This design comes from an exercise in tuning for small area, a short achievable clock period and few clock cycles on the open sky130 flow, not from production work.
RTL that was checked went through simulation tests only; none was proved equivalent to the original.
No functional check of the RTL was part of runs 3 and 4.

File: flow/config.mk
export PLATFORM = sky130hd
export DESIGN_NAME = fde_enc
export DESIGN_NICKNAME = fde_enc
export VERILOG_FILES = /design/flow/design.v
export SDC_FILE = /design/flow/constraint.sdc
export NUM_CORES = 4
export LEC_CHECK = 0
export CAP_MARGIN = 20
export CORE_MARGIN = 2
export CORE_UTILIZATION = 40
export SLEW_MARGIN = 20
File: flow/constraint.sdc
create_clock -name core_clock -period 10.0 [get_ports {clk}]
set_input_delay 2.0000 -clock core_clock [delete_from_list [all_inputs] [get_ports {clk}]]
set_output_delay 2.0000 -clock core_clock [all_outputs]
set_load 0.01 [all_outputs]
File: flow/design.v
module fde_enc (
    input  wire        clk,
    input  wire        rst,           
    input  wire [1:0]  cfg_rot,       
    input  wire        cfg_mir,
    input  wire        cfg_inv,
    input  wire        cfg_typeb,     
    input  wire        cfg_flush,     
    input  wire [31:0] cfg_addr,      
    input  wire        pix_valid,
    output wire        pix_ready,
    input  wire [31:0] pix_data,
    output wire        out_valid,
    input  wire        out_ready,
    output wire [7:0]  out_data,
    output wire        out_last,
    output wire        frame_done,
    output wire        frame_dup
);
    reg          trn;            
    reg          rrev;           
    reg          desc;           
    reg          inv, typeb, flush;
    reg  [31:0]  addr;
    reg          pix_rdy;
    reg  [7:0]   idx;
    wire         fire0 = pix_valid & pix_rdy;
    wire         first0 = (idx == 8'd0);
    wire         rr0 = first0 ? cfg_rot[1] : rrev;
    wire [3:0]   row0 = (trn ? idx[3:0] : idx[7:4]) ^ {4{rr0}};
    reg          v1, last1;
    reg  [3:0]   row1;
    reg  [31:0]  d1;
    reg          v2, last2;
    reg  [3:0]   row2;
    reg          lbit2;
    reg  [31:0]  crc;
    reg  [31:0]  last_fp;
    reg          last_ok;
    function [31:0] crc32_word;
        input [31:0] c;
        input [31:0] d;
        integer i;
        reg [31:0] x;
        begin
            x = c;
            for (i = 0; i < 32; i = i + 1) begin
                if (x[0] ^ d[i])
                    x = (x >> 1) ^ 32'hEDB88320;
                else
                    x = x >> 1;
            end
            crc32_word = x;
        end
    endfunction
    wire [7:0]  lr = d1[7:0];
    wire [7:0]  lg = d1[15:8];
    wire [7:0]  lb = d1[23:16];
    wire lt1 = ~lr[5] ^ lr[2];
    wire lt2 = ~lr[5] & lr[2];
    wire lt3 = ~lr[6] ^ lr[3] ^ lr[1];
    wire lt4 = (~lr[6] & lr[3]) | (~lr[6] & lr[1]) | (lr[3] & lr[1]);
    wire lt5 = ~lg[3] ^ lb[6] ^ lb[3];
    wire lt6 = (~lg[3] & lb[6]) | (~lg[3] & lb[3]) | (lb[6] & lb[3]);
    wire lt7 = ~lr[7] ^ lr[4] ^ lr[2];
    wire lt8 = (~lr[7] & lr[4]) | (~lr[7] & lr[2]) | (lr[4] & lr[2]);
    wire lt9 = ~lg[4] ^ lb[7] ^ lb[4];
    wire lt10 = (~lg[4] & lb[7]) | (~lg[4] & lb[4]) | (lb[7] & lb[4]);
    wire lt11 = lb[2] ^ lb[1];
    wire lt12 = lb[2] & lb[1];
    wire lt13 = lr[5] ^ lr[3] ^ ~lg[5];
    wire lt14 = (lr[5] & lr[3]) | (lr[5] & ~lg[5]) | (lr[3] & ~lg[5]);
    wire lt15 = lb[5] ^ lb[3] ^ lb[2];
    wire lt16 = (lb[5] & lb[3]) | (lb[5] & lb[2]) | (lb[3] & lb[2]);
    wire lt17 = lr[6] ^ lr[4] ^ ~lg[6];
    wire lt18 = (lr[6] & lr[4]) | (lr[6] & ~lg[6]) | (lr[4] & ~lg[6]);
    wire lt19 = ~lg[0] ^ lb[6] ^ lb[4];
    wire lt20 = (~lg[0] & lb[6]) | (~lg[0] & lb[4]) | (lb[6] & lb[4]);
    wire lt21 = lb[3] ^ lb[1];
    wire lt22 = lb[3] & lb[1];
    wire lt23 = lr[7] ^ lr[5] ^ ~lr[0];
    wire lt24 = (lr[7] & lr[5]) | (lr[7] & ~lr[0]) | (lr[5] & ~lr[0]);
    wire lt25 = ~lg[7] ^ ~lg[1] ^ lb[7];
    wire lt26 = (~lg[7] & ~lg[1]) | (~lg[7] & lb[7]) | (~lg[1] & lb[7]);
    wire lt27 = lb[5] ^ lb[4] ^ lb[2];
    wire lt28 = (lb[5] & lb[4]) | (lb[5] & lb[2]) | (lb[4] & lb[2]);
    wire lt29 = lr[6] ^ ~lr[1] ^ lr[0];
    wire lt30 = (lr[6] & ~lr[1]) | (lr[6] & lr[0]) | (~lr[1] & lr[0]);
    wire lt31 = ~lg[2] ^ lb[6] ^ lb[5];
    wire lt32 = (~lg[2] & lb[6]) | (~lg[2] & lb[5]) | (lb[6] & lb[5]);
    wire lt33 = lr[7] ^ ~lr[2] ^ lr[1];
    wire lt34 = (lr[7] & ~lr[2]) | (lr[7] & lr[1]) | (~lr[2] & lr[1]);
    wire lt35 = ~lg[3] ^ lg[0] ^ lb[7];
    wire lt36 = (~lg[3] & lg[0]) | (~lg[3] & lb[7]) | (lg[0] & lb[7]);
    wire lt37 = ~lr[3] ^ lr[2] ^ ~lg[4];
    wire lt38 = (~lr[3] & lr[2]) | (~lr[3] & ~lg[4]) | (lr[2] & ~lg[4]);
    wire lt39 = ~lr[4] ^ lr[3];
    wire lt40 = ~lr[4] & lr[3];
    wire lt41 = ~lr[3] ^ lr[0] ^ ~lg[0];
    wire lt42 = (~lr[3] & lr[0]) | (~lr[3] & ~lg[0]) | (lr[0] & ~lg[0]);
    wire lt43 = ~lr[4] ^ lr[1] ^ ~lg[1];
    wire lt44 = (~lr[4] & lr[1]) | (~lr[4] & ~lg[1]) | (lr[1] & ~lg[1]);
    wire lt45 = lt1 ^ lr[0] ^ ~lg[2];
    wire lt46 = (lt1 & lr[0]) | (lt1 & ~lg[2]) | (lr[0] & ~lg[2]);
    wire lt47 = lb[5] ^ lb[2];
    wire lt48 = lb[5] & lb[2];
    wire lt49 = lt3 ^ lt5 ^ lb[1];
    wire lt50 = (lt3 & lt5) | (lt3 & lb[1]) | (lt5 & lb[1]);
    wire lt51 = lb[0] ^ 1'b1 ^ lt2;
    wire lt52 = (lb[0] & 1'b1) | (lb[0] & lt2) | (1'b1 & lt2);
    wire lt53 = lt7 ^ lt9 ^ lt11;
    wire lt54 = (lt7 & lt9) | (lt7 & lt11) | (lt9 & lt11);
    wire lt55 = 1'b1 ^ lt4 ^ lt6;
    wire lt56 = (1'b1 & lt4) | (1'b1 & lt6) | (lt4 & lt6);
    wire lt57 = lt13 ^ lt15 ^ lb[0];
    wire lt58 = (lt13 & lt15) | (lt13 & lb[0]) | (lt15 & lb[0]);
    wire lt59 = lt8 ^ lt10 ^ lt12;
    wire lt60 = (lt8 & lt10) | (lt8 & lt12) | (lt10 & lt12);
    wire lt61 = lt17 ^ lt19 ^ lt21;
    wire lt62 = (lt17 & lt19) | (lt17 & lt21) | (lt19 & lt21);
    wire lt63 = 1'b1 ^ lt14 ^ lt16;
    wire lt64 = (1'b1 & lt14) | (1'b1 & lt16) | (lt14 & lt16);
    wire lt65 = lt23 ^ lt25 ^ lt27;
    wire lt66 = (lt23 & lt25) | (lt23 & lt27) | (lt25 & lt27);
    wire lt67 = lt18 ^ lt20 ^ lt22;
    wire lt68 = (lt18 & lt20) | (lt18 & lt22) | (lt20 & lt22);
    wire lt69 = lt29 ^ lt31 ^ lb[3];
    wire lt70 = (lt29 & lt31) | (lt29 & lb[3]) | (lt31 & lb[3]);
    wire lt71 = lt24 ^ lt26 ^ lt28;
    wire lt72 = (lt24 & lt26) | (lt24 & lt28) | (lt26 & lt28);
    wire lt73 = lt33 ^ lt35 ^ lb[6];
    wire lt74 = (lt33 & lt35) | (lt33 & lb[6]) | (lt35 & lb[6]);
    wire lt75 = lb[4] ^ lt30 ^ lt32;
    wire lt76 = (lb[4] & lt30) | (lb[4] & lt32) | (lt30 & lt32);
    wire lt77 = lt37 ^ lg[1] ^ lb[7];
    wire lt78 = (lt37 & lg[1]) | (lt37 & lb[7]) | (lg[1] & lb[7]);
    wire lt79 = lb[5] ^ lt34 ^ lt36;
    wire lt80 = (lb[5] & lt34) | (lb[5] & lt36) | (lt34 & lt36);
    wire lt81 = lt39 ^ ~lg[5] ^ lg[2];
    wire lt82 = (lt39 & ~lg[5]) | (lt39 & lg[2]) | (~lg[5] & lg[2]);
    wire lt83 = lb[6] ^ 1'b1 ^ lt38;
    wire lt84 = (lb[6] & 1'b1) | (lb[6] & lt38) | (1'b1 & lt38);
    wire lt85 = ~lr[5] ^ lr[4] ^ ~lg[6];
    wire lt86 = (~lr[5] & lr[4]) | (~lr[5] & ~lg[6]) | (lr[4] & ~lg[6]);
    wire lt87 = lg[3] ^ lb[7] ^ lt40;
    wire lt88 = (lg[3] & lb[7]) | (lg[3] & lt40) | (lb[7] & lt40);
    wire lt89 = ~lr[6] ^ lr[5] ^ ~lg[7];
    wire lt90 = (~lr[6] & lr[5]) | (~lr[6] & ~lg[7]) | (lr[5] & ~lg[7]);
    wire lt91 = lt41 ^ lb[3];
    wire lt92 = lt41 & lb[3];
    wire lt93 = lt43 ^ lb[4] ^ lb[1];
    wire lt94 = (lt43 & lb[4]) | (lt43 & lb[1]) | (lb[4] & lb[1]);
    wire lt95 = lt45 ^ lt47 ^ lb[0];
    wire lt96 = (lt45 & lt47) | (lt45 & lb[0]) | (lt47 & lb[0]);
    wire lt97 = lt49 ^ lt51 ^ lt46;
    wire lt98 = (lt49 & lt51) | (lt49 & lt46) | (lt51 & lt46);
    wire lt99 = lt53 ^ lt55 ^ lt50;
    wire lt100 = (lt53 & lt55) | (lt53 & lt50) | (lt55 & lt50);
    wire lt101 = lt57 ^ lt59 ^ lt54;
    wire lt102 = (lt57 & lt59) | (lt57 & lt54) | (lt59 & lt54);
    wire lt103 = lt61 ^ lt63 ^ lt58;
    wire lt104 = (lt61 & lt63) | (lt61 & lt58) | (lt63 & lt58);
    wire lt105 = lt65 ^ lt67 ^ lt62;
    wire lt106 = (lt65 & lt67) | (lt65 & lt62) | (lt67 & lt62);
    wire lt107 = lt69 ^ lt71 ^ lt66;
    wire lt108 = (lt69 & lt71) | (lt69 & lt66) | (lt71 & lt66);
    wire lt109 = lt73 ^ lt75 ^ lt70;
    wire lt110 = (lt73 & lt75) | (lt73 & lt70) | (lt75 & lt70);
    wire lt111 = lt77 ^ lt79 ^ lt74;
    wire lt112 = (lt77 & lt79) | (lt77 & lt74) | (lt79 & lt74);
    wire lt113 = lt81 ^ lt83 ^ lt78;
    wire lt114 = (lt81 & lt83) | (lt81 & lt78) | (lt83 & lt78);
    wire lt115 = lt85 ^ lt87 ^ lt82;
    wire lt116 = (lt85 & lt87) | (lt85 & lt82) | (lt87 & lt82);
    wire lt117 = lt89 ^ lg[4] ^ lt86;
    wire lt118 = (lt89 & lg[4]) | (lt89 & lt86) | (lg[4] & lt86);
    wire lt119 = ~lr[7] ^ lr[6] ^ lg[5];
    wire lt120 = (~lr[7] & lr[6]) | (~lr[7] & lg[5]) | (lr[6] & lg[5]);
    wire lt121 = ~lr[0] ^ lb[0];
    wire lt122 = ~lr[0] & lb[0];
    wire lt123 = ~lr[1] ^ lb[1];
    wire lt124 = ~lr[1] & lb[1];
    wire lt125 = ~lr[2] ^ lb[2] ^ 1'b1;
    wire lt126 = (~lr[2] & lb[2]) | (~lr[2] & 1'b1) | (lb[2] & 1'b1);
    wire lt127 = lt91 ^ lb[0] ^ 1'b1;
    wire lt128 = (lt91 & lb[0]) | (lt91 & 1'b1) | (lb[0] & 1'b1);
    wire lt129 = lt93 ^ lt42 ^ lt92;
    wire lt130 = (lt93 & lt42) | (lt93 & lt92) | (lt42 & lt92);
    wire lt131 = lt95 ^ lt44 ^ lt94;
    wire lt132 = (lt95 & lt44) | (lt95 & lt94) | (lt44 & lt94);
    wire lt133 = lt97 ^ lt48 ^ lt96;
    wire lt134 = (lt97 & lt48) | (lt97 & lt96) | (lt48 & lt96);
    wire lt135 = lt99 ^ lt52 ^ lt98;
    wire lt136 = (lt99 & lt52) | (lt99 & lt98) | (lt52 & lt98);
    wire lt137 = lt101 ^ lt56 ^ lt100;
    wire lt138 = (lt101 & lt56) | (lt101 & lt100) | (lt56 & lt100);
    wire lt139 = lt103 ^ lt60 ^ lt102;
    wire lt140 = (lt103 & lt60) | (lt103 & lt102) | (lt60 & lt102);
    wire lt141 = lt105 ^ lt64 ^ lt104;
    wire lt142 = (lt105 & lt64) | (lt105 & lt104) | (lt64 & lt104);
    wire lt143 = lt107 ^ lt68 ^ lt106;
    wire lt144 = (lt107 & lt68) | (lt107 & lt106) | (lt68 & lt106);
    wire lt145 = lt109 ^ lt72 ^ lt108;
    wire lt146 = (lt109 & lt72) | (lt109 & lt108) | (lt72 & lt108);
    wire lt147 = lt111 ^ lt76 ^ lt110;
    wire lt148 = (lt111 & lt76) | (lt111 & lt110) | (lt76 & lt110);
    wire lt149 = lt113 ^ lt80 ^ lt112;
    wire lt150 = (lt113 & lt80) | (lt113 & lt112) | (lt80 & lt112);
    wire lt151 = lt115 ^ lt84 ^ lt114;
    wire lt152 = (lt115 & lt84) | (lt115 & lt114) | (lt84 & lt114);
    wire lt153 = lt117 ^ lt88 ^ lt116;
    wire lt154 = (lt117 & lt88) | (lt117 & lt116) | (lt88 & lt116);
    wire lt155 = lt119 ^ lt90 ^ lt118;
    wire lt156 = (lt119 & lt90) | (lt119 & lt118) | (lt90 & lt118);
    wire lt157 = lr[7] ^ lg[6] ^ lt120;
    wire lt158 = (lr[7] & lg[6]) | (lr[7] & lt120) | (lg[6] & lt120);
    wire [22:0] lx = {1'b0, 1'b1, lg[7], lt157, lt155, lt153, lt151, lt149, lt147, lt145, lt143, lt141, lt139, lt137, lt135, lt133, lt131, lt129, lt127, lt125, lt123, lt121, 1'b0};
    wire [22:0] ly = {1'b0, 1'b0, lt158, lt156, lt154, lt152, lt150, lt148, lt146, lt144, lt142, lt140, lt138, lt136, lt134, lt132, lt130, lt128, lt126, lt124, lt122, 1'b1, 1'b0};
    wire [22:0] ls = lx + ly;
    wire        luma_ge = ls[22];
    wire        pix_bit = lbit2 ^ inv;
    reg  [15:0]  st [0:15];      
    reg          gen_on;
    reg  [1:0]   panel;
    reg  [4:0]   pos;
    reg  [2:0]   col;            
    reg  [7:0]   nsum;           
    reg  [7:0]   cb;             
    reg  [7:0]   sb;             
    reg          sb_v;
    reg  [7:0]   gbyte;
    reg          o_v, o_l, s_v, s_l;
    reg  [7:0]   o_d, s_d;
    reg          done_r, dup_r, dupw;
    assign pix_ready  = pix_rdy;
    assign out_valid  = o_v;
    assign out_data   = o_d;
    assign out_last   = o_l;
    assign frame_done = done_r;
    assign frame_dup  = dup_r;
    wire gen_fire = gen_on & ~s_v;
    wire [4:0] last_pos = typeb ? 5'd23 : 5'd11;
    wire gen_end  = gen_fire & (panel == 2'd3) & (pos == last_pos);
    wire col_next = typeb ? (pos[0] == 1'b0 && pos >= 5'd4 && pos <= 5'd18)
                          : (pos >= 5'd2 && pos <= 5'd9);
    wire rot_step = gen_fire & col_next;
    wire [3:0] place = desc ? {~col, 1'b1} : 4'd0;
    reg  [7:0] cbyte;
    integer k;
    always @(*) begin
        for (k = 0; k < 8; k = k + 1)
            cbyte[7 - k] = st[{panel[1], k[2:0]}][place];
    end
    wire [7:0] paddr = addr[8 * panel +: 8];
    function [7:0] hexdig;
        input [3:0] n;
        begin
            hexdig = (n <= 4'd9) ? {4'h3, n} : 8'h57 + {4'h0, n};
        end
    endfunction
    always @(*) begin
        if (!typeb) begin
            case (pos)
                5'd0:    gbyte = 8'h80;
                5'd1:    gbyte = flush ? 8'h83 : 8'h84;
                5'd2:    gbyte = paddr;
                5'd11:   gbyte = 8'h8F;
                default: gbyte = cb;
            endcase
        end else begin
            case (pos)
                5'd0:    gbyte = 8'h02;
                5'd1:    gbyte = hexdig(paddr[7:4]);
                5'd2:    gbyte = hexdig(paddr[3:0]);
                5'd3:    gbyte = 8'h30;
                5'd4:    gbyte = 8'h38;
                5'd21:   gbyte = 8'h03;
                5'd22:   gbyte = hexdig(nsum[7:4]);
                5'd23:   gbyte = hexdig(nsum[3:0]);
                default: gbyte = pos[0] ? hexdig(cb[7:4]) : hexdig(cb[3:0]);
            endcase
        end
    end
    wire summed = typeb && pos >= 5'd1 && pos <= 5'd20;
    wire [31:0] fp  = ~crc;
    wire        dup = last_ok && (last_fp == fp);
    wire        o_free = ~o_v | out_ready;
    always @(posedge clk) begin
        d1    <= pix_data;
        lbit2 <= luma_ge;
        row1  <= row0;
        row2  <= row1;
        if (fire0 && first0) begin
            trn   <= cfg_rot[0];
            rrev  <= cfg_rot[1];
            desc  <= cfg_rot[0] ^ cfg_rot[1] ^ cfg_mir;
            inv   <= cfg_inv;
            typeb <= cfg_typeb;
            flush <= cfg_flush;
            addr  <= cfg_addr;
        end
        if (rst) begin
            pix_rdy <= 1'b1;
            idx     <= 8'd0;
            v1      <= 1'b0;
            last1   <= 1'b0;
            v2      <= 1'b0;
            last2   <= 1'b0;
            crc     <= 32'hFFFFFFFF;
            last_ok <= 1'b0;
            gen_on  <= 1'b0;
            panel   <= 2'd0;
            pos     <= 5'd0;
            col     <= 3'd0;
            o_v     <= 1'b0;
            s_v     <= 1'b0;
            sb_v    <= 1'b0;
            done_r  <= 1'b0;
            dup_r   <= 1'b0;
            dupw    <= 1'b0;
        end else begin
            if (fire0) begin
                idx <= idx + 8'd1;
                if (idx == 8'd255)
                    pix_rdy <= 1'b0;
            end
            v1    <= fire0;
            last1 <= fire0 & (idx == 8'd255);
            v2    <= v1;
            last2 <= last1;
            if (v1)
                crc <= crc32_word(crc, d1);
            if (last2) begin
                crc <= 32'hFFFFFFFF;
                if (!dup) begin
                    last_fp <= fp;
                    last_ok <= 1'b1;
                    gen_on  <= 1'b1;
                end
            end
            done_r <= 1'b0;
            dup_r  <= 1'b0;
            if (o_v && out_ready && o_l) begin
                done_r <= 1'b1;
                if (last2 && dup)
                    dupw <= 1'b1;
            end else if ((last2 && dup) || dupw) begin
                if (!o_v) begin
                    done_r  <= 1'b1;
                    dup_r   <= 1'b1;
                    dupw    <= 1'b0;
                    pix_rdy <= 1'b1;
                end else begin
                    dupw <= 1'b1;
                end
            end
            sb_v <= gen_fire & summed;
            if (sb_v)
                nsum <= nsum - sb;
            if (gen_fire) begin
                if (pos == 5'd0)
                    nsum <= 8'd2;
                if (rot_step) begin
                    col <= col + 3'd1;
                    cb  <= cbyte;
                end
                if (pos == last_pos) begin
                    pos   <= 5'd0;
                    panel <= panel + 2'd1;
                    if (panel == 2'd3) begin
                        gen_on  <= 1'b0;
                        pix_rdy <= 1'b1;
                    end
                end else begin
                    pos <= pos + 5'd1;
                end
            end
            if (o_free) begin
                if (s_v) begin
                    o_v <= 1'b1;
                    s_v <= 1'b0;
                end else begin
                    o_v <= gen_fire;
                end
            end else if (gen_fire) begin
                s_v <= 1'b1;
            end
        end
        sb <= gbyte;
        if (o_free) begin
            if (s_v) begin
                o_d <= s_d;
                o_l <= s_l;
            end else begin
                o_d <= gbyte;
                o_l <= gen_end;
            end
        end else if (gen_fire) begin
            s_d <= gbyte;
            s_l <= gen_end;
        end
    end
    genvar r;
    generate
        for (r = 0; r < 16; r = r + 1) begin : g_row
            wire ld = v2 && (row2 == r);
            always @(posedge clk) begin
                if (ld || rot_step)
                    st[r] <= {ld ? pix_bit : st[r][0], st[r][15:1]};
            end
        end
    endgenerate
endmodule
File: flow/flow/run.sh
#!/bin/bash
set -euo pipefail
bash standard.sh SETUP_SLACK_MARGIN=6.5 finish > standard_flow.log 2>&1
File: flow/standard.sh
#!/bin/bash
# synth_recipe.tcl (not shown) runs the flow's synth.tcl, then flattens the netlist and writes it again
# the make line also repeats each setting of config.mk as NAME=value (left out here)
make -C /OpenROAD-flow-scripts/flow DESIGN_CONFIG=/design/flow/config.mk WORK_HOME=/design/flow/orfs CLKGATE_MAP_FILE= SYNTH_SCRIPT=/design/flow/synth_recipe.tcl "${@:-finish}"
==> notes.md, run 1 <==
number of remaining DRC errors 0; syn_area_per_cell 14.0 µm²; drt first pass iters 7; met2 usage 0.268; Cell Rows 88; worst path arrival time 4170 ps; initial core utilization 0.403; CTS tree done; met1 Usage GRT 0.244; first-pass GRT wire length 79200 µm; Place WS 5900 ps; Seq/Total Area, Yosys 0.563; final setup TNS 0 ps; Final period util 0.368; Post-Syn Nets 1856; RSZ-0062 raised after global routing true; vias in the first global route 13363; Mapped Area 23200 µm²; Detailed Place HPWL 35400 µm; total CTS buffers 52; Rel. slew slack 0.287; worst setup path category flop to flop; gpl congestion 0.931; H-tree depth 2; Synth Flop Type edfxtp_1; Syn Inst Count 1656; CTS clk-pin slew, worst paths 60 ps; Yosys warning count 2; final hold violation count 0; final worst slack 6320 ps; total gr overflow 0; pin count of the biggest net entering global routing 53; Detail Route Antenna Nets 0; Post-synth EDFFs 360; Final setup viols 0; Final Slew Violations 0; antenna violations before repair 1; fmax 0.272 GHz; DR vias/cell 5.04; register bit count reported by yosys 472; WL per Instance 19.5 µm; buffers added on ports 86; area of the multi-input gates 10100 µm²; Initial DRC Count 802; CTS hold repair buffers 0; worst slew pin tran 1070 ps; Vias 13308; skew final 55.1 ps; Die H 245 µm; Ports 87; CTS max path bufs 3; area grow syn2layout 21.6%; Final nets 2032; Total GRT Usage 0.172; CP endpoint kind flop; outcome no timing/DRC/antenna violations; CTS Root Cell clkbuf_16; Max-Cap Viols 0; Fill cells 4914; worst-path fanout max 4; share of cells above drive strength 1 0.204; DIE WIDTH 245 µm; Final Critical Period 3680 ps; GR Layer Usage met3 0.0321; number of distinct library cells after synthesis 64; asr flop ratio synth 0; die area 59900 µm²; Core Area 57500 µm²; Total Routed Length 51500 µm; Reg area 13100 µm²; gr busiest metal met2; hold crit path type flop to flop; CTS Sinks 472; WP data required 10490 ps; ANT cells 0; Worst-Skew Late Latency 620 ps; Worst setup SP type flop
[worst max-delay path: stages (launching register included)]
cell	delay, ps
dfxtp_4	400
inv_4	70
fa_1	450
fa_1	480
fa_1	490
inv_1	50
fa_1	430
ha_1	300
a21o_1	180
a21o_1	160
a21o_1	170
a21oi_2	140
o21a_1	160
o211ai_1	100
[final timing paths]
kind	endpoint	cells past startpoint	from	slack, ps
setup / recovery	lbit2	13	d1[22]	6320
hold / removal	row2[0]	0	row1[0]	330
setup reg to reg	lbit2	13	d1[22]	6320
hold reg to reg	row2[0]	0	row1[0]	330
[layer usage]
layer  wire [µm]  up-vias
li1            -     6195
met2       23500      346
met5          13        -
met1       23400     6662
met4        1800        2
met3        2800      103
[sequential cells by signal, summed over array words and instances (netlist names), 3 cells and up]
signal   count
pos          5
cb           8
d1          32
nsum         8
col          3
sb           8
s_d          8
st         256
idx          8
crc         32
o_d          8
addr        32
last_fp     32
row1         4
row2         4
[cell usage in the layout, fill, tap and decap left out, types with 10 or more instances in the layout]
cell type        count
a21o_1              13
a21oi_1             42
buf_4               75
clkbuf_16           53
clkdlybuf4s50_1     73
dfxtp_1             80
dfxtp_2             17
dfxtp_4             15
edfxtp_1           360
fa_1                66
ha_1                59
inv_1              146
mux2_2              24
mux2i_1             25
mux4_2              48
nand2_1             93
nand3_1             15
nand4_1             12
nor2_1              70
nor3_1              11
nor4_1              15
o211ai_1            10
o21ai_0             45
o21ai_1             15
xnor2_1            159
xnor2_2             39
xnor2_4             23
xnor3_1             11
xnor3_2             16
xor2_1              63
[cells by family (layout without fill, tap and decap cells)]
kind of cell    count (synthesis)  after routing  synth area share
flops                         472            472             0.563
buf+inv                       204            424            0.0331
fa+ha+maj                     126            126            0.0893
xor+xnor                      326            326             0.149
mux                            97             97            0.0691
simple gates                  267            267            0.0545
compound gates                164            164            0.0426
[Yosys cell counts, types with 11 or more instances]
master,count,share of area
a21o_1,13,0.0042
a21oi_1,43,0.0093
buf_1,11,0.0018
clkbuf_1,35,0.0057
dfxtp_1,112,0.097
edfxtp_1,360,0.47
fa_1,66,0.057
ha_1,60,0.032
inv_1,156,0.025
mux2_2,24,0.012
mux2i_1,25,0.011
mux4_2,48,0.047
nand2_1,93,0.015
nand3_1,15,0.0032
nand4_1,12,0.0032
nor2_1,71,0.011
nor3_1,11,0.0024
nor4_1,15,0.0040
o21ai_0,54,0.012
xnor2_1,204,0.077
xnor2_2,17,0.012
xnor3_1,24,0.023
xor2_1,70,0.026
[stage by stage]
step / instances / cell area, µm² / hold slack [ps] / utilization
CTS: 2602 / 27500 / 336 / 0.478
floorplan: 1656 / 23300 / 310 / -
global route: 2641 / 28200 / 342 / 0.491
global placement: 2472 / 25000 / 316 / 0.436
detailed placement: 2472 / 25000 / 314 / 0.436
finish: 2641 / 28200 / 335 / 0.491
[what timing repair did]
item	4_1_cts	5_1_grt
endpoints found under the setup margin	43	40
pin swaps	8	45
gates resized for setup	79	63
buffers inserted	32	39
[final cells by class]
type,instances,share of cell area
clock buffers,60,0.0487
repair buffers,169,0.0552
multi-input cells,980,0.359
flip-flops and latches,472,0.465
well taps,765,0.0339
inverters,157,0.0218
clock inverters,38,0.0159
Testbench counts, summed over its fixed seeds: cycles 61,936.
==> run 2, diff against run 1 <==
==> flow/run.sh (new file) <==
#!/bin/bash
# synth_recipe.tcl (not shown) runs the flow's synth.tcl, then flattens the netlist and writes it again
# the make line also repeats each setting of config.mk as NAME=value (left out here)
make -C /OpenROAD-flow-scripts/flow DESIGN_CONFIG=/design/flow/config.mk WORK_HOME=/design/flow/orfs CLKGATE_MAP_FILE= SYNTH_SCRIPT=/design/flow/synth_recipe.tcl finish
--- a/flow/config.mk
+++ b/flow/config.mk
@@ -10,2 +10,3 @@
 export CORE_UTILIZATION = 40
+export SETUP_SLACK_MARGIN = 5
 export SLEW_MARGIN = 20
removed: flow/flow/run.sh
removed: flow/standard.sh
==> notes.md, run 2 <==
Final Slew Violations 0 (unchanged); Final setup viols 0 (unchanged); hold slack final 344 ps (+8.93 ps); leading post-synthesis cells by cell area edfxtp_1, dfxtp_1, xnor2_1; CTS resizes 0 (-100%); Cell Rows 88 (unchanged); buffers added on ports 86 (unchanged); number of distinct library cells after synthesis 64 (unchanged); first-pass GRT wire length 78200 µm (-1.2%); initial core utilization 0.403 (unchanged); worst-path fanout max 7 (+3); CTS hold repair buffers 0 (unchanged); RSZ-0062 raised after global routing false; worst path arrival time 4730 ps (+560 ps); worst setup path category flop to flop; worst r2r path cells 11 (-2); Final Non-Filler Cells 2568 (-2.8%); final worst slack 5750 ps (-570 ps); Total GRT Usage 0.169 (-0.00266); total CTS buffers 50 (-3.8%); most common cell after layout, fill and taps aside edfxtp_1; Worst setup SP type flop; fmax 0.235 GHz (-13%); area share of the largest cell type after synthesis 0.466 (unchanged); Total Routed Length 49500 µm (-3.9%); Post-Syn Nets 1856 (unchanged); most area-hungry cell type in the Yosys netlist edfxtp_1; asr flop ratio synth 0 (unchanged); final hold violation count 0 (unchanged); CTS Sinks 472 (unchanged); CP endpoint crc[19]; area of the multi-input gates 9380 µm² (-7.4%); synth cell count leaders edfxtp_1, xnor2_1, inv_1; Ports 87 (unchanged); Reg2Reg Capture Point crc[19]; Max-Cap Viols 0 (unchanged); skew final 21.6 ps (-33.6 ps); CTS Root Cell clkbuf_16; Worst-Skew Late Latency 610 ps (about the same); die area 59900 µm² (unchanged); syn_area_per_cell 14.0 µm² (unchanged); R2R Setup Slk 5750 ps (-570 ps); Core Area 57500 µm² (unchanged); Largest register FFs 256 (unchanged); Setup Fix Bufs, Post-CTS 0 (-100%); Mapped Area 23200 µm² (unchanged); Seq/Total Area, Yosys 0.563 (unchanged); pin count of the biggest net entering global routing 53 (unchanged); ANT cells 0 (unchanged); gpl congestion 0.897 (-3.7%); Yosys warning count 2 (unchanged); Die H 245 µm (unchanged); CTS max path bufs 3 (unchanged); Detail Route Antenna Nets 0 (unchanged); worst slew pin tran 1010 ps (-54.9 ps); Rel. slew slack 0.326 (+0.0383); most frequent cells in the layout edfxtp_1, xnor2_1, inv_1; Vias 12788 (-3.9%); WP data required 10480 ps (about the same); vias in the first global route 13320 (-0.32%); worst r2r src d1[5]; Fill cells 5085 (+3.5%); Final Critical Period 4250 ps (+570 ps); Top reg by flops st; placed insts 2473 (+0.040%); Place WS 5790 ps (-114 ps); drt first pass iters 5 (-2); Synth Flop Type edfxtp_1; WL per Instance 19.3 µm (-1.1%); Final Util 0.465 (-0.0254); DIE WIDTH 245 µm (unchanged); number of remaining DRC errors 0 (unchanged); CTS tree done; Initial DRC Count 874 (+9.0%); Detailed Place HPWL 35000 µm (-1.3%); register bit count reported by yosys 472 (unchanged); CP startpoint d1[5]; H-tree depth 2 (unchanged); antenna violations before repair 0 (-1); CTS clk-pin slew, worst paths 60 ps (about the same); share of cells above drive strength 1 0.108 (-0.0960); DR vias/cell 4.98 (-1.2%); Post-synth EDFFs 360 (unchanged); top-count cell post-synth edfxtp_1; Final period util 0.425 (+0.0570); outcome no timing/DRC/antenna violations; final setup TNS 0 ps (unchanged); Reg area 13100 µm² (-0.54%); CP endpoint kind flop; Syn Inst Count 1656 (unchanged); total gr overflow 0 (unchanged); hold crit path type flop to flop; Final nets 1961 (-3.5%); area grow syn2layout 15.4%
-- run 2: stage by stage --
step | cell area [µm²]
after global routing | 26800
final | 26800
after floorplan | 23200
after CTS | 26700
after global placement | 24900
after detailed placement | 24900
-- run 2: cells by family (layout without fill, tap and decap cells) --
| kind of cell | after synthesis | count (layout) | share of synthesized area |
|---|---|---|---|
| fa+ha+maj | 126 | 126 | 0.0893 |
| simple gates | 267 | 267 | 0.0545 |
| flops | 472 | 472 | 0.563 |
| mux | 97 | 97 | 0.0691 |
| compound gates | 164 | 164 | 0.0426 |
| xor+xnor | 326 | 326 | 0.149 |
| buf+inv | 204 | 351 | 0.0331 |
-- run 2: area by class of cell --
class | instances | area share
clock buffer | 61 | 0.0491
clock inverter | 33 | 0.0181
inverter | 157 | 0.0220
multi-input combinational | 980 | 0.351
sequential | 472 | 0.488
tap | 765 | 0.0358
timing repair buffer | 100 | 0.0364
-- run 2: worst min-delay path by stage --
stage                     startpoint      end  slack, ps  depth (start not counted)
after floorplan              row1[0]  row2[0]        310                          0
after global placement       row1[2]  row2[2]        320                          0
after detailed placement     row1[0]  row2[0]        320                          0
after CTS                    row1[3]  row2[3]        340                          0
after global routing         row1[3]  row2[3]        350                          0
final                        row1[3]  row2[3]        340                          0
-- run 2: layer usage --
| layer | track usage | wire [µm] | share of wire | up-vias |
|---|---|---|---|---|
| li1 | - | - | - | 6027 |
| met5 | 0 | 0 | 0 | - |
| met3 | 0.0248 | 2040 | 0.041 | 77 |
| met2 | 0.264 | 22600 | 0.46 | 274 |
| met1 | 0.240 | 23300 | 0.47 | 6410 |
| met4 | 0.0624 | 1570 | 0.032 | 0 |
-- run 2: worst max-delay path, cell delays in order, from the launching register on --
cell and delay [ps]:
dfxtp_1 490, xor2_2 470, xnor3_1 590, xnor2_2 250
xnor2_1 600, xnor3_1 550, xnor2_2 400, xnor2_2 200
xor2_2 250, xnor2_1 110, mux2i_1 140, nand2_1 70
==> run 3, diff against run 2 <==
--- a/flow/design.v
+++ b/flow/design.v
@@ -35,22 +35,41 @@
     reg  [3:0]   row2;
-    reg          lbit2;
-    reg  [31:0]  crc;
+    reg  [31:0]  crc;            
     reg  [31:0]  last_fp;
     reg          last_ok;
-    function [31:0] crc32_word;
-        input [31:0] c;
-        input [31:0] d;
-        integer i;
-        reg [31:0] x;
-        begin
-            x = c;
-            for (i = 0; i < 32; i = i + 1) begin
-                if (x[0] ^ d[i])
-                    x = (x >> 1) ^ 32'hEDB88320;
-                else
-                    x = x >> 1;
-            end
-            crc32_word = x;
-        end
-    endfunction
+    wire ce0 = d1[0] ^ d1[2] ^ d1[10] ^ d1[11] ^ d1[15] ^ d1[16] ^ d1[17] ^ d1[18] ^ d1[20] ^ d1[23] ^ d1[24] ^ d1[26] ^ d1[30];
+    wire ce1 = d1[2] ^ d1[3] ^ d1[13] ^ d1[14] ^ d1[16] ^ d1[17] ^ d1[21] ^ d1[22] ^ d1[23] ^ d1[24] ^ d1[25] ^ d1[26] ^ d1[27] ^ d1[29] ^ d1[30];
+    wire ce2 = d1[0] ^ d1[4] ^ d1[7] ^ d1[8] ^ d1[10] ^ d1[11] ^ d1[12] ^ d1[13] ^ d1[15] ^ d1[16] ^ d1[18] ^ d1[22] ^ d1[24] ^ d1[27] ^ d1[29] ^ d1[30] ^ d1[31];
+    wire ce3 = d1[7] ^ d1[9] ^ d1[10] ^ d1[13] ^ d1[14] ^ d1[16] ^ d1[18] ^ d1[19] ^ d1[22] ^ d1[24] ^ d1[25] ^ d1[28] ^ d1[29] ^ d1[30] ^ d1[31];
+    wire ce4 = d1[0] ^ d1[1] ^ d1[5] ^ d1[8] ^ d1[9] ^ d1[16] ^ d1[18] ^ d1[21] ^ d1[23] ^ d1[24] ^ d1[29] ^ d1[30];
+    wire ce5 = d1[9] ^ d1[11] ^ d1[12] ^ d1[13] ^ d1[17] ^ d1[18] ^ d1[21] ^ d1[22] ^ d1[25] ^ d1[26] ^ d1[30];
+    wire ce6 = d1[0] ^ d1[4] ^ d1[5] ^ d1[8] ^ d1[9] ^ d1[10] ^ d1[11] ^ d1[13] ^ d1[14] ^ d1[15] ^ d1[17] ^ d1[20] ^ d1[21] ^ d1[22] ^ d1[23] ^ d1[27] ^ d1[28];
+    wire ce7 = d1[1] ^ d1[3] ^ d1[5] ^ d1[9] ^ d1[11] ^ d1[13] ^ d1[15] ^ d1[16] ^ d1[17] ^ d1[19] ^ d1[20] ^ d1[21] ^ d1[23] ^ d1[26] ^ d1[27] ^ d1[28] ^ d1[30];
+    wire ce8 = d1[0] ^ d1[1] ^ d1[2] ^ d1[8] ^ d1[9] ^ d1[10] ^ d1[11] ^ d1[12] ^ d1[16] ^ d1[17] ^ d1[18] ^ d1[20] ^ d1[23] ^ d1[24] ^ d1[27] ^ d1[28] ^ d1[29];
+    wire ce9 = d1[2] ^ d1[5] ^ d1[6] ^ d1[9] ^ d1[10] ^ d1[11] ^ d1[13] ^ d1[20] ^ d1[27] ^ d1[30] ^ d1[31];
+    wire ce10 = d1[1] ^ d1[2] ^ d1[4] ^ d1[8] ^ d1[10] ^ d1[12] ^ d1[13] ^ d1[14] ^ d1[16] ^ d1[20] ^ d1[22] ^ d1[28] ^ d1[29] ^ d1[30];
+    wire ce11 = d1[2] ^ d1[3] ^ d1[4] ^ d1[9] ^ d1[18] ^ d1[23] ^ d1[24] ^ d1[26] ^ d1[27] ^ d1[28];
+    wire ce12 = d1[4] ^ d1[6] ^ d1[8] ^ d1[9] ^ d1[10] ^ d1[15] ^ d1[16] ^ d1[17] ^ d1[18] ^ d1[21] ^ d1[22] ^ d1[23] ^ d1[25] ^ d1[26] ^ d1[28] ^ d1[29] ^ d1[30] ^ d1[31];
+    wire ce13 = d1[1] ^ d1[3] ^ d1[4] ^ d1[5] ^ d1[6] ^ d1[8] ^ d1[14] ^ d1[16] ^ d1[17] ^ d1[18] ^ d1[19] ^ d1[24] ^ d1[26] ^ d1[31];
+    wire ce14 = d1[0] ^ d1[4] ^ d1[5] ^ d1[6] ^ d1[7] ^ d1[9] ^ d1[10] ^ d1[12] ^ d1[15] ^ d1[18] ^ d1[20] ^ d1[22] ^ d1[24] ^ d1[25] ^ d1[27] ^ d1[28];
+    wire ce15 = d1[0] ^ d1[1] ^ d1[2] ^ d1[3] ^ d1[7] ^ d1[11] ^ d1[13] ^ d1[16] ^ d1[19] ^ d1[24] ^ d1[27] ^ d1[30];
+    wire ce16 = d1[3] ^ d1[5] ^ d1[7] ^ d1[10] ^ d1[11] ^ d1[16] ^ d1[27];
+    wire ce17 = d1[0] ^ d1[1] ^ d1[7] ^ d1[9] ^ d1[11] ^ d1[13] ^ d1[14] ^ d1[15] ^ d1[17] ^ d1[18] ^ d1[20] ^ d1[21] ^ d1[22] ^ d1[25] ^ d1[26] ^ d1[28] ^ d1[29] ^ d1[30];
+    wire ce18 = d1[0] ^ d1[2] ^ d1[5] ^ d1[6] ^ d1[9] ^ d1[13] ^ d1[16] ^ d1[29] ^ d1[31];
+    wire ce19 = d1[2] ^ d1[7] ^ d1[8] ^ d1[9] ^ d1[13] ^ d1[17] ^ d1[19] ^ d1[20] ^ d1[21] ^ d1[25] ^ d1[29] ^ d1[30];
+    wire ce20 = d1[0] ^ d1[2] ^ d1[4] ^ d1[6] ^ d1[12] ^ d1[14] ^ d1[17] ^ d1[18] ^ d1[20] ^ d1[29] ^ d1[31];
+    wire ce21 = d1[0] ^ d1[8] ^ d1[9] ^ d1[18] ^ d1[24] ^ d1[26] ^ d1[27] ^ d1[31];
+    wire ce22 = d1[0] ^ d1[1] ^ d1[3] ^ d1[4] ^ d1[5] ^ d1[6] ^ d1[8] ^ d1[10] ^ d1[12] ^ d1[13] ^ d1[14] ^ d1[16] ^ d1[17] ^ d1[19] ^ d1[25] ^ d1[26] ^ d1[29];
+    wire ce23 = d1[0] ^ d1[3] ^ d1[5] ^ d1[6] ^ d1[8] ^ d1[12] ^ d1[13] ^ d1[19] ^ d1[21] ^ d1[22] ^ d1[23] ^ d1[24] ^ d1[26] ^ d1[29] ^ d1[30] ^ d1[31];
+    wire ce24 = d1[0] ^ d1[1] ^ d1[3] ^ d1[5] ^ d1[10] ^ d1[13] ^ d1[20] ^ d1[24] ^ d1[25] ^ d1[27] ^ d1[28];
+    wire ce25 = d1[1] ^ d1[2] ^ d1[3] ^ d1[7] ^ d1[8] ^ d1[10] ^ d1[14] ^ d1[15] ^ d1[16] ^ d1[19] ^ d1[25] ^ d1[27] ^ d1[28];
+    wire ce26 = d1[0] ^ d1[1] ^ d1[2] ^ d1[7] ^ d1[8] ^ d1[9] ^ d1[10] ^ d1[11] ^ d1[13] ^ d1[15] ^ d1[16] ^ d1[17] ^ d1[19] ^ d1[22] ^ d1[23] ^ d1[25] ^ d1[26];
+    wire ce27 = d1[0] ^ d1[4] ^ d1[5] ^ d1[8] ^ d1[11] ^ d1[16] ^ d1[17] ^ d1[19] ^ d1[20] ^ d1[22] ^ d1[23] ^ d1[24] ^ d1[25] ^ d1[26] ^ d1[28];
+    wire ce28 = d1[1] ^ d1[2] ^ d1[3] ^ d1[4] ^ d1[7] ^ d1[11] ^ d1[13] ^ d1[14] ^ d1[16] ^ d1[17] ^ d1[18] ^ d1[20] ^ d1[21] ^ d1[23] ^ d1[26] ^ d1[27] ^ d1[31];
+    wire ce29 = d1[0] ^ d1[6] ^ d1[7] ^ d1[11] ^ d1[12] ^ d1[13] ^ d1[14] ^ d1[15] ^ d1[16] ^ d1[18] ^ d1[19] ^ d1[21] ^ d1[22] ^ d1[23] ^ d1[24] ^ d1[25] ^ d1[26] ^ d1[27] ^ d1[28] ^ d1[29] ^ d1[30];
+    wire ce30 = d1[2] ^ d1[3] ^ d1[5] ^ d1[6] ^ d1[8] ^ d1[10] ^ d1[14] ^ d1[17] ^ d1[20] ^ d1[21] ^ d1[23] ^ d1[25] ^ d1[27] ^ d1[31];
+    wire ce31 = d1[1] ^ d1[5] ^ d1[8] ^ d1[10] ^ d1[11] ^ d1[13] ^ d1[15] ^ d1[19] ^ d1[22] ^ d1[23] ^ d1[25] ^ d1[31];
+    wire [31:0] ce = {ce31, ce30, ce29, ce28, ce27, ce26, ce25, ce24, ce23, ce22, ce21, ce20, ce19, ce18, ce17, ce16, ce15, ce14, ce13, ce12, ce11, ce10, ce9, ce8, ce7, ce6, ce5, ce4, ce3, ce2, ce1, ce0};
+    wire [31:0] cy = crc ^ ce;
+    wire [31:0] cnext = (cy >> 1) ^ (cy[0] ? 32'hEDB88320 : 32'h0);
+    localparam [31:0] CRC_INIT = 32'h3F5503EF;
     wire [7:0]  lr = d1[7:0];
@@ -218,5 +237,36 @@
     wire [22:0] ly = {1'b0, 1'b0, lt158, lt156, lt154, lt152, lt150, lt148, lt146, lt144, lt142, lt140, lt138, lt136, lt134, lt132, lt130, lt128, lt126, lt124, lt122, 1'b1, 1'b0};
-    wire [22:0] ls = lx + ly;
-    wire        luma_ge = ls[22];
-    wire        pix_bit = lbit2 ^ inv;
+    wire lg0 = (lx[1] & ly[1]) | ((lx[1] ^ ly[1]) & lx[0] & ly[0]);
+    wire lp0 = (lx[1] ^ ly[1]) & (lx[0] ^ ly[0]);
+    wire lg1 = (lx[3] & ly[3]) | ((lx[3] ^ ly[3]) & lx[2] & ly[2]);
+    wire lp1 = (lx[3] ^ ly[3]) & (lx[2] ^ ly[2]);
+    wire lg2 = (lx[5] & ly[5]) | ((lx[5] ^ ly[5]) & lx[4] & ly[4]);
+    wire lp2 = (lx[5] ^ ly[5]) & (lx[4] ^ ly[4]);
+    wire lg3 = (lx[7] & ly[7]) | ((lx[7] ^ ly[7]) & lx[6] & ly[6]);
+    wire lp3 = (lx[7] ^ ly[7]) & (lx[6] ^ ly[6]);
+    wire lg4 = (lx[9] & ly[9]) | ((lx[9] ^ ly[9]) & lx[8] & ly[8]);
+    wire lp4 = (lx[9] ^ ly[9]) & (lx[8] ^ ly[8]);
+    wire lg5 = (lx[11] & ly[11]) | ((lx[11] ^ ly[11]) & lx[10] & ly[10]);
+    wire lp5 = (lx[11] ^ ly[11]) & (lx[10] ^ ly[10]);
+    wire lg6 = (lx[13] & ly[13]) | ((lx[13] ^ ly[13]) & lx[12] & ly[12]);
+    wire lp6 = (lx[13] ^ ly[13]) & (lx[12] ^ ly[12]);
+    wire lg7 = (lx[15] & ly[15]) | ((lx[15] ^ ly[15]) & lx[14] & ly[14]);
+    wire lp7 = (lx[15] ^ ly[15]) & (lx[14] ^ ly[14]);
+    wire lg8 = (lx[17] & ly[17]) | ((lx[17] ^ ly[17]) & lx[16] & ly[16]);
+    wire lp8 = (lx[17] ^ ly[17]) & (lx[16] ^ ly[16]);
+    wire lg9 = (lx[19] & ly[19]) | ((lx[19] ^ ly[19]) & lx[18] & ly[18]);
+    wire lp9 = (lx[19] ^ ly[19]) & (lx[18] ^ ly[18]);
+    wire lg10 = (lx[21] & ly[21]) | ((lx[21] ^ ly[21]) & lx[20] & ly[20]);
+    wire lp10 = (lx[21] ^ ly[21]) & (lx[20] ^ ly[20]);
+    wire [10:0] lgen = {lg10, lg9, lg8, lg7, lg6, lg5, lg4, lg3, lg2, lg1, lg0};
+    wire [10:0] lprop = {lp10, lp9, lp8, lp7, lp6, lp5, lp4, lp3, lp2, lp1, lp0};
+    localparam LNG = 11;
+    reg  [LNG-1:0] lgen2, lprop2;
+    reg  luma_ge2;
+    integer q;
+    always @(*) begin
+        luma_ge2 = 1'b0;
+        for (q = 0; q < LNG; q = q + 1)
+            luma_ge2 = lgen2[q] | (lprop2[q] & luma_ge2);
+    end
+    wire        pix_bit = luma_ge2 ^ inv;
     reg  [15:0]  st [0:15];      
@@ -284,3 +334,3 @@
     wire summed = typeb && pos >= 5'd1 && pos <= 5'd20;
-    wire [31:0] fp  = ~crc;
+    wire [31:0] fp  = crc;      
     wire        dup = last_ok && (last_fp == fp);
@@ -289,3 +339,4 @@
         d1    <= pix_data;
-        lbit2 <= luma_ge;
+        lgen2 <= lgen;
+        lprop2 <= lprop;
         row1  <= row0;
@@ -308,3 +359,3 @@
             last2   <= 1'b0;
-            crc     <= 32'hFFFFFFFF;
+            crc     <= CRC_INIT;
             last_ok <= 1'b0;
@@ -331,5 +382,5 @@
             if (v1)
-                crc <= crc32_word(crc, d1);
+                crc <= cnext;
             if (last2) begin
-                crc <= 32'hFFFFFFFF;
+                crc <= CRC_INIT;
                 if (!dup) begin
==> flow/flow/run.sh (new file) <==
#!/bin/bash
set -euo pipefail
bash standard.sh SETUP_SLACK_MARGIN=7 finish > standard_flow.log 2>&1
==> flow/standard.sh (new file) <==
#!/bin/bash
# synth_recipe.tcl (not shown) runs the flow's synth.tcl, then flattens the netlist and writes it again
# the make line also repeats each setting of config.mk as NAME=value (left out here)
make -C /OpenROAD-flow-scripts/flow DESIGN_CONFIG=/design/flow/config.mk WORK_HOME=/design/flow/orfs CLKGATE_MAP_FILE= SYNTH_SCRIPT=/design/flow/synth_recipe.tcl "${@:-finish}"
--- a/flow/config.mk
+++ b/flow/config.mk
@@ -10,3 +10,2 @@
 export CORE_UTILIZATION = 40
-export SETUP_SLACK_MARGIN = 5
 export SLEW_MARGIN = 20
removed: flow/run.sh
==> notes.md, run 3 <==
outcome no timing/DRC/antenna violations; skew final 37.8 ps (+16.3 ps); asr flop ratio synth 0 (unchanged); Reg2Reg Capture Point lprop2[6]; number of distinct library cells after synthesis 68 (+6.3%); CTS Sinks 492 (+4.2%); total CTS buffers 49 (-2.0%); worst r2r src d1[22]; area of the multi-input gates 9270 µm² (-1.2%); area grow syn2layout 16.6%; Vias 13049 (+2.0%); worst-path fanout max 3 (-4); final hold violation count 0 (unchanged); Mapped Area 23300 µm² (+0.49%); share of cells above drive strength 1 0.179 (+0.0710); Reg area 13500 µm² (+3.7%); die area 60200 µm² (+0.48%); fmax 0.314 GHz (+34%); gpl congestion 0.880 (-1.8%); syn_area_per_cell 13.8 µm² (-1.4%); register bit count reported by yosys 492 (+4.2%); Core Area 57700 µm² (+0.38%); leading post-synthesis cells by cell area edfxtp_1, dfxtp_1, xnor2_1; WL per Instance 19.1 µm (-1.1%); Final setup viols 0 (unchanged); Post-synth EDFFs 360 (unchanged); RSZ-0062 raised after global routing true; Synth Flop Type edfxtp_1; Total Routed Length 49900 µm (+0.68%); pin count of the biggest net entering global routing 56 (+5.7%); Final period util 0.318 (-0.107); Fill cells 5107 (+0.43%); CTS tree done; Ports 87 (unchanged); most frequent cells in the layout edfxtp_1, xnor2_1, inv_1; ANT cells 0 (unchanged); Final Critical Period 3180 ps (-1070 ps); total gr overflow 0 (unchanged); DIE WIDTH 245 µm (+0.24%); Final Non-Filler Cells 2613 (+1.8%); H-tree depth 2 (unchanged); Cell Area, Placed 25000 µm² (+0.24%); top-count cell post-synth edfxtp_1; Cell Rows 88 (unchanged); CP startpoint d1[22]; Worst-Skew Late Latency 620 ps (about the same); worst setup path category flop to flop; worst path arrival time 3660 ps (-1070 ps); Syn Inst Count 1687 (+1.9%); Final Slew Violations 0 (unchanged); Final nets 2009 (+2.4%); most common cell after layout, fill and taps aside edfxtp_1; Seq/Total Area, Yosys 0.577 (+0.0145); worst slew pin tran 1080 ps (+72.5 ps); synth cell count leaders edfxtp_1, xnor2_1, inv_1; final setup TNS 0 ps (unchanged); Detailed Place HPWL 34200 µm (-2.3%); R2R Setup Slk 6820 ps (+1070 ps); initial core utilization 0.404 (+0.000412); area share of the largest cell type after synthesis 0.464 (-0.00225); DR vias/cell 4.99 (+0.28%); hold crit path type flop to flop; Post-Layout Inst Area 27200 µm² (+1.6%); placed insts 2477 (+0.16%); CP endpoint kind flop; WP data required 10480 ps (about the same); buffers added on ports 86 (unchanged); Detail Route Antenna Nets 0 (unchanged); Post-Syn Nets 1888 (+1.7%); CTS hold repair buffers 0 (unchanged); Rel. slew slack 0.277 (-0.0483); vias in the first global route 13342 (+0.17%); drt first pass iters 7 (+2); most area-hungry cell type in the Yosys netlist edfxtp_1; worst r2r path cells 11 (unchanged); hold slack final 343 ps (-0.839 ps); CTS max path bufs 3 (unchanged); CTS Root Cell clkbuf_16; Worst setup SP type flop; first-pass GRT wire length 78600 µm (+0.41%); antenna violations before repair 1 (+1); Yosys warning count 2 (unchanged); Initial DRC Count 993 (+14%); CP endpoint lprop2[6]; Top reg by flops st; Largest register FFs 256 (unchanged); Total GRT Usage 0.170 (+0.000986); Max-Cap Viols 0 (unchanged); CTS clk-pin slew, worst paths 60 ps (about the same); number of remaining DRC errors 0 (unchanged); Die H 245 µm (+0.24%)
==> run 3: how the worst min path moves through the flow <==
stage / startpoint / end / slack (ps) / cells after the start
floorplan: row1[0] / row2[0] / 310 / 0
global placement: row1[3] / row2[3] / 320 / 0
detailed placement: row1[2] / row2[2] / 310 / 0
CTS: row1[2] / row2[2] / 350 / 0
global route: row1[2] / row2[2] / 360 / 0
finish: row1[1] / row2[1] / 340 / 0
==> run 3: layout make-up <==
| cell class | count | area share |
|---|---|---|
| flip-flops and latches | 492 | 0.499 |
| clock buffers | 56 | 0.0468 |
| repair buffers | 135 | 0.0445 |
| multi-input cells | 993 | 0.341 |
| well taps | 765 | 0.0352 |
| inverters | 137 | 0.0205 |
| clock inverters | 35 | 0.0135 |
==> run 3: layer usage <==
metal	wire [µm]	track usage	up-vias
met5	0	0	-
met4	878	0.0389	0
met3	2460	0.0316	54
met2	23300	0.269	283
met1	23200	0.244	6595
li1	-	-	6117
==> run 3: repair_timing <==
| action | in CTS | in global routing |
|---|---|---|
| setup buffers | 36 | 7 |
| gates resized for setup | 108 | 40 |
| pin swaps | 27 | 16 |
| endpoints found under the setup margin | 368 | 291 |
| gates cloned | 2 | 0 |
==> run 3: stage by stage <==
| stage | util | setup WS, ps |
|---|---|---|
| finish | 0.471 | 6820 |
| global route | 0.471 | 6730 |
| CTS | 0.468 | 6700 |
| detailed placement | 0.433 | 6040 |
| global placement | 0.433 | 6070 |
| floorplan | - | 6940 |
==> run 3: kinds of logic (layout without fill, tap and decap cells) <==
kind of cell / after synthesis / after routing / share of synthesized area
XOR/XNOR: 317 / 317 / 0.127
adder cells (fa/ha/maj): 127 / 127 / 0.0894
AND/OR/NAND/NOR: 297 / 299 / 0.0593
flip-flops: 492 / 492 / 0.577
AO/OA/AOI/OAI: 143 / 143 / 0.0398
buffers and inverters: 204 / 363 / 0.0344
multiplexers: 107 / 107 / 0.0726
==> run 3: critical path, stage by stage, from the launching register on <==
cell and delay (ps):
dfxtp_4 370, clkinvlp_4 120, buf_6 140, fa_1 510
inv_2 50, fa_2 540, inv_2 40, fa_2 370
inv_2 60, fa_1 400, ha_1 310, and2_1 160
==> run 4, diff against run 3 <==
--- a/flow/design.v
+++ b/flow/design.v
@@ -24,3 +24,7 @@
     reg  [31:0]  addr;
+    reg          flip_wr;        
+    reg          typeb_rd, desc_rd, flush_rd, flip_rd;
+    reg  [7:0]   addr3_rd;       
     reg          pix_rdy;
+    reg          in_wait;        
     reg  [7:0]   idx;
@@ -29,3 +33,4 @@
     wire         rr0 = first0 ? cfg_rot[1] : rrev;
-    wire [3:0]   row0 = (trn ? idx[3:0] : idx[7:4]) ^ {4{rr0}};
+    wire         fl0 = first0 ? cfg_rot[1] ^ flip_rd : flip_wr;
+    wire [3:0]   row0 = (trn ? idx[3:0] : idx[7:4]) ^ {4{rr0}} ^ {fl0, 3'b000};
     reg          v1, last1;
@@ -291,8 +296,9 @@
     wire gen_fire = gen_on & ~s_v;
-    wire [4:0] last_pos = typeb ? 5'd23 : 5'd11;
+    wire [4:0] last_pos = typeb_rd ? 5'd23 : 5'd11;
     wire gen_end  = gen_fire & (panel == 2'd3) & (pos == last_pos);
-    wire col_next = typeb ? (pos[0] == 1'b0 && pos >= 5'd4 && pos <= 5'd18)
+    wire col_next = typeb_rd ? (pos[0] == 1'b0 && pos >= 5'd4 && pos <= 5'd18)
                           : (pos >= 5'd2 && pos <= 5'd9);
     wire rot_step = gen_fire & col_next;
-    wire [3:0] place = desc ? {~col, 1'b1} : 4'd0;
+    wire [3:0] place = desc_rd ? {~col, 1'b1} : 4'd0;
+    wire       rhalf = panel[1] ^ flip_rd;       
     reg  [7:0] cbyte;
@@ -301,5 +307,5 @@
         for (k = 0; k < 8; k = k + 1)
-            cbyte[7 - k] = st[{panel[1], k[2:0]}][place];
+            cbyte[7 - k] = st[{rhalf, k[2:0]}][place];
     end
-    wire [7:0] paddr = addr[8 * panel +: 8];
+    wire [7:0] paddr = (panel == 2'd3) ? addr3_rd : addr[8 * panel +: 8];
     function [7:0] hexdig;
@@ -311,6 +317,6 @@
     always @(*) begin
-        if (!typeb) begin
+        if (!typeb_rd) begin
             case (pos)
                 5'd0:    gbyte = 8'h80;
-                5'd1:    gbyte = flush ? 8'h83 : 8'h84;
+                5'd1:    gbyte = flush_rd ? 8'h83 : 8'h84;
                 5'd2:    gbyte = paddr;
@@ -333,3 +339,3 @@
     end
-    wire summed = typeb && pos >= 5'd1 && pos <= 5'd20;
+    wire summed = typeb_rd && pos >= 5'd1 && pos <= 5'd20;
     wire [31:0] fp  = crc;      
@@ -337,2 +343,14 @@
     wire        o_free = ~o_v | out_ready;
+    wire        dispatch = last2 & ~dup;
+    wire        dup_done = ~(o_v & out_ready & o_l) & ((last2 & dup) | dupw) & ~o_v;
+    wire        gen_on_n = (gen_on & ~gen_end) | dispatch;
+    wire        in_wait_n = (in_wait | (fire0 & (idx == 8'd255))) & ~dispatch & ~dup_done;
+    wire [7:0]  idx_n = idx + {7'd0, fire0};
+    wire        trn_n = (fire0 & first0) ? cfg_rot[0] : trn;
+    wire        early = panel[1] & (panel[0] | (pos >= 5'd3));
+    wire        free_n = trn_n ? ~idx_n[3] : ~idx_n[7];
+    wire        rd_done = (panel == 2'd3) & (pos > (typeb_rd ? 5'd18 : 5'd9));
+    wire        pix_rdy_n = ~in_wait_n & (~gen_on_n | (early & free_n) |
+                                          (rd_done & (idx_n != 8'd255)));
+    wire        spec0 = dispatch & o_free & ~s_v;
     always @(posedge clk) begin
@@ -347,2 +365,3 @@
             desc  <= cfg_rot[0] ^ cfg_rot[1] ^ cfg_mir;
+            flip_wr <= cfg_rot[1] ^ flip_rd;
             inv   <= cfg_inv;
@@ -354,2 +373,4 @@
             pix_rdy <= 1'b1;
+            in_wait <= 1'b0;
+            flip_rd <= 1'b0;
             idx     <= 8'd0;
@@ -372,7 +393,5 @@
         end else begin
-            if (fire0) begin
-                idx <= idx + 8'd1;
-                if (idx == 8'd255)
-                    pix_rdy <= 1'b0;
-            end
+            idx     <= idx_n;
+            in_wait <= in_wait_n;
+            pix_rdy <= pix_rdy_n;
             v1    <= fire0;
@@ -389,2 +408,7 @@
                     gen_on  <= 1'b1;
+                    flip_rd <= flip_wr;
+                    if (spec0) begin
+                        pos  <= 5'd1;
+                        nsum <= 8'd2;
+                    end
                 end
@@ -402,3 +426,2 @@
                     dupw    <= 1'b0;
-                    pix_rdy <= 1'b1;
                 end else begin
@@ -420,6 +443,4 @@
                     panel <= panel + 2'd1;
-                    if (panel == 2'd3) begin
+                    if (panel == 2'd3)
                         gen_on  <= 1'b0;
-                        pix_rdy <= 1'b1;
-                    end
                 end else begin
@@ -433,3 +454,3 @@
                 end else begin
-                    o_v <= gen_fire;
+                    o_v <= gen_fire | spec0;
                 end
@@ -439,2 +460,8 @@
         end
+        if (dispatch) begin
+            typeb_rd <= typeb;
+            desc_rd  <= desc;
+            flush_rd <= flush;
+            addr3_rd <= addr[31:24];
+        end
         sb <= gbyte;
@@ -445,3 +472,3 @@
             end else begin
-                o_d <= gbyte;
+                o_d <= gen_on ? gbyte : (typeb ? 8'h02 : 8'h80);
                 o_l <= gen_end;
@@ -457,4 +484,5 @@
             wire ld = v2 && (row2 == r);
+            wire rt = rot_step && (rhalf == r[3]);
             always @(posedge clk) begin
-                if (ld || rot_step)
+                if (ld || rt)
                     st[r] <= {ld ? pix_bit : st[r][0], st[r][15:1]};
==> notes.md, run 4 <==
WL per Instance 19.8 µm (+3.9%); share of cells above drive strength 1 0.193 (+0.0140); DR WL met2 25900 µm (+11%); CTS clk-pin slew, worst paths 60 ps (about the same); number of remaining DRC errors 0 (unchanged); leading post-synthesis cells by cell area edfxtp_1, dfxtp_1, xnor2_1; Final setup viols 0 (unchanged); Largest register FFs 256 (unchanged); WP data required 8000 ps (-2480 ps); area share of the largest cell type after synthesis 0.463 (-0.000870); vias in the first global route 14641 (+9.7%); Die H 250 µm (+1.7%); Post-synth EDFFs 372 (+3.3%); crit path cell chain buf_2; Hold Path Origin row1[0]; drt first pass iters 5 (-2); most frequent cells in the layout edfxtp_1, xnor2_1, inv_1; Max-Cap Viols 0 (unchanged); DR vias/cell 5.08 (+1.8%); Rel. slew slack 0.360 (+0.0824); CTS Root Cell clkbuf_16; final hold violation count 0 (unchanged); Buf/Inv on CP 1 (-4); Hold Path Depth 0 (unchanged); top-count cell post-synth edfxtp_1; Met3 Wirelength 2180 µm (-11%); CTS Sinks 506 (+2.8%); final setup TNS 0 ps (unchanged); total gr overflow 0 (unchanged); die area 62300 µm² (+3.5%); Detailed Place HPWL 37400 µm (+9.4%); Detail Route Antenna Nets 0 (unchanged); Yosys warning count 2 (unchanged); Final Slew Violations 0 (unchanged); Top reg by flops st; buffers added on ports 86 (unchanged); CTS max path bufs 3 (unchanged); syn_area_per_cell 13.7 µm² (-0.65%); R2R Setup Slk 6890 ps (+70 ps); Vias 13842 (+6.1%); hold crit path type flop to flop; CP endpoint kind output port; register bit count reported by yosys 506 (+2.8%); worst setup path category flop to output port; synth cell count leaders edfxtp_1, xnor2_1, inv_1; total CTS buffers 54 (+10%); Worst-Skew Late Latency 630 ps (about the same); outcome no timing/DRC/antenna violations; antenna violations before repair 0 (-1); fmax 0.315 GHz (+0.18%); skew final 53.7 ps (+15.9 ps); H-tree depth 2 (unchanged); wl on met1 24600 µm (+5.9%); CTS hold repair buffers 0 (unchanged); Seq/Total Area, Yosys 0.574 (-0.00307); worst r2r src d1[22]; worst slew pin tran 957 ps (-127 ps); CP startpoint o_d[3]; worst-path fanout max 1 (-2); Cell Rows 90 (+2.3%); worst r2r path cells 10 (-1); first-pass GRT wire length 84800 µm (+7.9%); DIE WIDTH 250 µm (+1.7%); Reg2Reg Capture Point lgen2[3]; Total Routed Length 54000 µm (+8.3%); CTS tree done; ANT cells 0 (unchanged); Mapped Area 24100 µm² (+3.5%); Syn Inst Count 1758 (+4.2%); Post-Syn Nets 1963 (+4.0%); number of distinct library cells after synthesis 76 (+12%); Final nets 2103 (+4.7%); asr flop ratio synth 0 (unchanged); initial core utilization 0.402 (-0.00195); placed insts 2566 (+3.6%); gpl congestion 0.908 (+3.2%); pin count of the biggest net entering global routing 45 (-20%); Slowest-stage cell, CP edfxtp_1; RSZ-0062 raised after global routing true; Final period util 0.318 (-0.000577); Core Area 60000 µm² (+4.0%); worst path arrival time 1180 ps (-2480 ps); Ports 87 (unchanged); Top delay family on crit path flip-flops; max incr delay on CP 400 ps (-140 ps); Synth Flop Type edfxtp_1; area grow syn2layout 19.0%; Final Non-Filler Cells 2724 (+4.2%); max layer used met4; Worst setup SP type flop; Worst Hold End row2[0]; most area-hungry cell type in the Yosys netlist edfxtp_1; Initial DRC Count 976 (-1.7%); Total GRT Usage 0.175 (+0.00473); most common cell after layout, fill and taps aside edfxtp_1; Final Critical Period 3180 ps (-5.77 ps)
## run 4: changes by cell type in the layout (fill, tap and decap cells not counted), sizes merged, moves of 8 or more
cell    previous run  this run
buf               61        79
edfxtp           360       372
nand2            111        93
xor2              66        52
nor2              73        65
a31oi              4        12
a21oi             23        45
inv              136       144
## run 4: final cells by class
class | instances | area (µm²)
Sequential cell | 506 | 14000
Tap cell | 782 | 978
Fill cell | 5189 | 31300
Multi-Input combinational cell | 1038 | 9990
Inverter | 147 | 606
Clock inverter | 37 | 394
Clock buffer | 63 | 1440
Timing Repair Buffer | 151 | 1360
## run 4: timing repair
action,4_1_cts,5_1_grt
endpoints found under the setup margin,416,305
cloned,0,0
hold endpoints to repair,0,0
pin swaps,12,17
buffers inserted,49,9
gates resized for setup,165,46
## run 4: per-layer routing
| metal | global-route usage | vias up |
|---|---|---|
| li1 | - | 6516 |
| met1 | 0.240 | 6944 |
| met2 | 0.289 | 299 |
| met3 | 0.0270 | 83 |
| met4 | 0.0511 | 0 |
| met5 | 0 | - |
## run 4: worst reg2reg max path, delay by kind of cell, from the launching register on
family | cells | cell delay (ps)
compound gates | 1 | 180
buf+inv | 4 | 180
flops | 1 | 380
fa+ha+maj | 5 | 2270
## run 4: worst max path at each step
| stage | end | slack [ps] | depth (start not counted) |
|---|---|---|---|
| 2_1_floorplan | pix_rdy | 6380 | 9 |
| 3_3_place_gp | pix_rdy | 5680 | 11 |
| 3_5_place_dp | pix_rdy | 5570 | 11 |
| 4_1_cts | out_data[3] | 6760 | 1 |
| 5_1_grt | pix_rdy | 6760 | 11 |
| 6_report | out_data[3] | 6820 | 1 |
## run 4: cells by family after synthesis
group / count (synthesis) / synth area share
multiplexers: 103 / 0.0688
adder cells (fa/ha/maj): 131 / 0.0885
XOR/XNOR: 310 / 0.120
AND/OR/NAND/NOR: 293 / 0.0583
buffers and inverters: 214 / 0.0343
flip-flops: 506 / 0.574
AO/OA/AOI/OAI: 201 / 0.0554
## run 4: per-stage QoR
stage	hold slack (ps)	setup WS, ps	util	cell area (µm²)
final	341	6820	0.478	28700
after global routing	364	6760	0.478	28700
after CTS	352	6760	0.474	28400
after detailed placement	314	5570	0.432	25900
after global placement	342	5680	0.432	25900
after floorplan	310	6380	-	24400

[re-timing with driven ports]
How much do the figures lean on ideal ports? The routed layouts below were timed once more, with nothing changed but the port constraints.
Step 1 (the two cells are an assumption about what drives the block):
set clk [get_ports {clk}]
set_driving_cell -lib_cell sky130_fd_sc_hd__clkbuf_16 $clk
set_driving_cell -lib_cell sky130_fd_sc_hd__buf_2 [delete_from_list [all_inputs] $clk]
Step 2 adds t to the input delays and takes it off the output delays; t is the mean of the earliest and latest rising clock arrival at the registers after step 1. Input paths then give back, and output paths get back, about the clock's delay inside the block.
Slacks: no drivers / after step 1 / after step 2; pairs: no drivers / after step 1.
run | t, ns | slack for setup (ns) | worst hold slack (ns)
run 1 | 0.653 | 6.319 / 6.319 / 6.009 | 0.335 / 0.335 / 0.335
run 2 | 0.663 | 5.749 / 5.749 / 5.749 | 0.344 / 0.344 / 0.344
run 3 | 0.661 | 6.818 / 6.806 / 6.472 | 0.343 / 0.343 / 0.343
run 4 | 0.657 | 6.824 / 6.766 / 6.186 | 0.341 / 0.341 / 0.341
After both steps every run listed still meets setup and hold. The setup slack of run 4, which loses most, moves by -0.058 ns with the drivers and by -0.638 ns with both steps.
